Background: an optimization exercise with open tools, aiming at small area, a short achievable clock period and few clock cycles per item. Do not read the settings as production practice.
Where RTL was checked, it was by simulation tests only, not by an equivalence proof against the original.
Power figures rest on the tool's default switching activity, not on a simulated workload.

== old ==
// spi_i2c_ctrl
module spi_i2c_ctrl #(
    parameter [23:0] CORE_CLOCK_HZ = 24'd16000000    
) (
    input             clk,
    input             rst,
    input             cmd_valid,
    input      [31:0] cmd,
    output            cmd_ready,
    output reg        rsp_valid,
    output      [7:0] result_code,
    output reg  [7:0] result_value,
    output     [15:0] ci,
    output            faulted,
    output      [1:0] fault_cause,
    output     [31:0] fault_cmd,
    output            wait_spi,
    output            wait_twi,
    output            wait_settle,
    output reg        cs_drive,
    output reg        cs_level,
    output reg        evt_pindir,
    output reg  [7:0] spcr,
    output      [7:0] spsr,
    output reg  [7:0] spdr_tx,
    output reg  [7:0] spdr_rx,
    output      [7:0] twcr,
    output      [7:0] twsr,
    output reg  [7:0] twbr,
    output      [7:0] twar,
    output reg  [7:0] twdr,
    output reg        spi_pending,
    output      [1:0] twi_pending,
    input             spi_step,
    input       [7:0] spi_step_byte,
    input             twi_step,
    input       [4:0] twi_step_status,
    input       [7:0] twi_step_byte,
    input             twi_settle,
    input       [4:0] twi_settle_status
);
Size in the first run: ~1000 cells after synthesis, ~160 flip-flops, ~9000 µm² of cells after synthesis.
Settings: LEC_CHECK=0, CAP_MARGIN=20, CORE_MARGIN=2, CORE_UTILIZATION=40, CTS_BUF_LIST=sky130_fd_sc_hd__clkbuf_8, SETUP_SLACK_MARGIN=4.3, SLEW_MARGIN=20; clock period 8.0 ns.
standard.sh (not shown) runs the stock make flow with config.mk's settings and CLKGATE_MAP_FILE= SYNTH_SCRIPT=/design/flow/synth_recipe.tcl, a recipe that flattens the netlist after the stock synthesis.
==> flow/flow/run.sh <==
#!/bin/bash
set -euo pipefail
export BUFFER_PORTS_ARGS="-buffer_cell sky130_fd_sc_hd__buf_1"
bash standard.sh > standard.log 2>&1
Testbench counts of old, summed over its fixed seeds: cycles 8,192, commands 3,200.
What new does differently from old at the input level:
diff --git a/flow/design.v b/flow/design.v
--- a/flow/design.v
+++ b/flow/design.v
@@ -87,23 +87,23 @@
     reg         twint, twea, twsto, twwc, twen;
     reg  [4:0]  tws;
     reg  [6:0]  twar_r;
     reg  [19:0] rem;         
     reg  [8:0]  quo;         
     wire flt = fcause[1] | fcause[0];
     reg  [15:0] ci_r;
     assign ci = ci_r + {15'd0, rsp_valid};
     assign cmd_ready   = idle;
     assign faulted     = flt;
     assign fault_cause = fcause;
-    assign fault_cmd   = cmd_r & {32{flt}};
+    assign fault_cmd   = cmd_r;
     assign wait_spi    = w_spi;
     assign wait_twi    = w_twi;
     assign wait_settle = w_set;
     assign result_code = {5'b00000, rcode};
     assign spsr        = {spif, wcol, 5'b00000, spi2x};
     assign twcr        = {twint, twea, twsta, twsto, twwc, twen, 1'b0, 1'b0};
     assign twi_pending = w_twi ? ((cmd_r[2:0] == 3'd2) ? TP_START : TP_BYTE) : TP_NONE;
     wire   twsta       = (bus == BUS_START);
     assign twsr        = {tws, 3'b000};         
     assign twar        = {twar_r, 1'b0};
     wire [7:0]  op   = cmd[7:0];
@@ -310,30 +310,29 @@
         end else if (w_twi) begin
             if (twi_step) begin
                 fin = 1'b1;
                 if (r_read) fin_val = twi_step_byte;
                 else        fin_val = {twi_step_status, 3'b000};
             end else begin
                 go_twi = 1'b1;
             end
         end
     end
     always @(posedge clk) begin
-        if (idle)
-            cmd_r <= cmd;
         rem <= (idle | div_start) ? REM0 : dv_rem;
         quo <= (idle | div_start) ? 9'd1 : dv_q;
     end
     always @(posedge clk) begin
         if (rst) begin
             idle         <= 1'b1;
+            cmd_r        <= 32'd0;
             w_spi        <= 1'b0;
             w_twi        <= 1'b0;
             w_set        <= 1'b0;
             div          <= 1'b0;
             fcause       <= 2'd0;
             bus          <= BUS_IDLE;
             rsp_valid    <= 1'b0;
             rcode        <= 3'd0;
             result_value <= 8'd0;
             ci_r         <= 16'd0;
             cs_drive     <= 1'b0;
@@ -348,22 +347,26 @@
             spi_pending  <= 1'b0;
             twint        <= 1'b0;
             twea         <= 1'b0;
             twsto        <= 1'b0;
             twwc         <= 1'b0;
             twen         <= 1'b0;
             tws          <= 5'b11111;
             twbr         <= 8'h00;
             twar_r       <= 7'h7F;
             twdr         <= 8'hFF;
         end else begin
+            if (idle)
+                cmd_r <= cmd & {32{cmd_valid & ~fin}};
+            else if (fin)
+                cmd_r <= 32'd0;
             idle  <= (idle & ~cmd_valid) | fin;
             w_spi <= go_spi;
             w_twi <= go_twi;
             w_set <= go_set;
             div   <= go_div;
             if (f_ill) fcause[0] <= 1'b1;
             if (f_seq) fcause[1] <= 1'b1;
             rsp_valid  <= fin;
             ci_r       <= ci;
             evt_pindir <= wr_cfg & cmd[24];
             if (fin) begin
==> comparison <==
STATUS worst-case hold slack: new wins against old
NOTE: layout clock buffer count in new exceeds that of old
Clock share of power for new: 4.6 points down relative to old
The longest individual stage delay on the worst path on new is in line with that on old.
Of new and old, the run reporting the higher worst-margin pin slew was new.
Cmp new and old / detailed-placement wirelength estimate / lower: new
Number of buffers outside the clock class in the layout: new and old compared, lower one is old
Compared with old, new shows a higher total power.
Setup slack: new less than old
Relative to old, the core area of new is lower by 270 µm².
Going from old to new, via density per instance grew slightly.
Summary of new over old: total clock sinks ~0 delta, power in the clock group +about 16%.
Function not checked in new: the RTL went through the layout flow alone.

Another version of the RTL of spi_i2c_ctrl (not shown whole).
For scale: about 990 cells after synthesis, about 0.0088 mm2 of cells after synthesis.
## spi_i2c_ctrl
module spi_i2c_ctrl #(
    parameter [23:0] CORE_CLOCK_HZ = 24'd16000000    
) (
    input             clk,
    input             rst,
    input             cmd_valid,
    input      [31:0] cmd,
    output            cmd_ready,
    output reg        rsp_valid,
    output      [7:0] result_code,
    output reg  [7:0] result_value,
    output     [15:0] ci,
    output            faulted,
    output      [1:0] fault_cause,
    output     [31:0] fault_cmd,
    output            wait_spi,
    output            wait_twi,
    output            wait_settle,
    output reg        cs_drive,
    output reg        cs_level,
    output            evt_pindir,
    output reg  [7:0] spcr,
    output      [7:0] spsr,
    output reg  [7:0] spdr_tx,
    output reg  [7:0] spdr_rx,
    output      [7:0] twcr,
    output      [7:0] twsr,
    output reg  [7:0] twbr,
    output      [7:0] twar,
    output reg  [7:0] twdr,
    output reg        spi_pending,
    output      [1:0] twi_pending,
    input             spi_step,
    input       [7:0] spi_step_byte,
    input             twi_step,
    input       [4:0] twi_step_status,
    input       [7:0] twi_step_byte,
    input             twi_settle,
    input       [4:0] twi_settle_status
);
export LEC_CHECK = 0
export CAP_MARGIN = 20
export CORE_MARGIN = 2
export CORE_UTILIZATION = 40
export CTS_BUF_LIST = sky130_fd_sc_hd__clkbuf_8
export SETUP_SLACK_MARGIN = 4.4
export SLEW_MARGIN = 20
create_clock -name core_clock -period 8.0 [get_ports {clk}]
Scripts as last shown in full above: flow/flow/run.sh
The starting point passed the timing, DRC and antenna checks.
Edit:
--- a/flow/design.v
+++ b/flow/design.v
@@ -15,13 +15,13 @@
     output     [31:0] fault_cmd,
     output            wait_spi,
     output            wait_twi,
     output            wait_settle,
     output reg        cs_drive,
     output reg        cs_level,
-    output            evt_pindir,
+    output reg        evt_pindir,
     output reg  [7:0] spcr,
     output      [7:0] spsr,
     output reg  [7:0] spdr_tx,
     output reg  [7:0] spdr_rx,
     output      [7:0] twcr,
     output      [7:0] twsr,
@@ -101,13 +101,12 @@
     assign wait_settle = w_set;
     assign result_code = {5'b00000, rcode};
     assign spsr        = {spif, wcol, 5'b00000, spi2x};
     assign twcr        = {twint, twea, twsta, twsto, twwc, twen, 1'b0, 1'b0};
     assign twi_pending = w_twi ? ((cmd_r[2:0] == 3'd2) ? TP_START : TP_BYTE) : TP_NONE;
     wire   twsta       = (bus == BUS_START);
-    assign evt_pindir  = rsp_valid & (cmd_r[7:0] == OP_SPI_CONFIGURE) & cmd_r[24] & (rcode == E_OK);
     assign twsr        = {tws, 3'b000};         
     assign twar        = {twar_r, 1'b0};
     wire [7:0]  op   = cmd[7:0];
     wire [7:0]  fa   = cmd[15:8];
     wire [7:0]  fb   = cmd[23:16];
     wire [23:0] hz   = cmd[31:8];
@@ -336,12 +335,13 @@
             rsp_valid    <= 1'b0;
             rcode        <= 3'd0;
             result_value <= 8'd0;
             ci_r         <= 16'd0;
             cs_drive     <= 1'b0;
             cs_level     <= 1'b0;
+            evt_pindir   <= 1'b0;
             spcr         <= 8'h00;
             spif         <= 1'b0;
             wcol         <= 1'b0;
             spi2x        <= 1'b0;
             spdr_tx      <= 8'h00;
             spdr_rx      <= 8'h00;
@@ -362,12 +362,13 @@
             w_set <= go_set;
             div   <= go_div;
             if (f_ill) fcause[0] <= 1'b1;
             if (f_seq) fcause[1] <= 1'b1;
             rsp_valid  <= fin;
             ci_r       <= ci;
+            evt_pindir <= wr_cfg & cmd[24];
             if (fin) begin
                 rcode        <= fin_code;
                 result_value <= fin_val;
             end
             if (spi_step) begin
                 spdr_rx     <= spi_step_byte;
Via count drops by 2.2%.
Synthesized area climbs by 1.4%.
Die area climbs by 1.4%.
Routed wire length drops by 4.7%.
Synthesized cell count climbs by 1.8%.
Utilization drops by 1.3 points.
Final area drops by 2.0%.
Sequential share of layout area climbs by 0.81 points.
Hold slack improved by 0.0050 ns.
Sequential cell count climbs by 1.
Non-clock buffer count drops by 13.
Worst setup slack improved by 0.070 ns.
Testbench counts after the change, summed over its fixed seeds: cycles 8,192, commands 3,200.
Function not checked in the first run of this note: the RTL went through the layout flow alone.

port drivers added, routing unchanged:
How much do the figures lean on ideal ports? The routed layouts below were timed once more, with nothing changed but the port constraints.
Step 1 assumes that a clkbuf_16 drives the clock port and a buf_2 every other input.
Step 2 also shifts input and output timing later by t, the mid clock arrival at the registers, as if the neighbouring blocks saw the same clock.
Three values: ideal, step 1, step 2; two values: the first two.
| run | t, ns | setup WS [ns] | worst data-port slew with drivers (ns) | pins driven straight from the clock port |
|---|---|---|---|---|
| old | 0.502 | 4.362 / 4.359 / 3.882 | 0.06 | 1 |
| new | 0.508 | 4.204 / 4.205 / 3.697 | 0.06 | 1 |
| the first run of note 2 | 0.504 | 4.252 / 4.248 / 3.743 | 0.08 | 1 |
| the second run of note 2 | 0.506 | 4.322 / 4.274 / 3.767 | 0.11 | 1 |
After both steps every run listed still meets setup and hold. For the second run of note 2, which loses most, drivers alone change the setup slack by -0.048 ns; drivers and shift together by -0.555 ns.
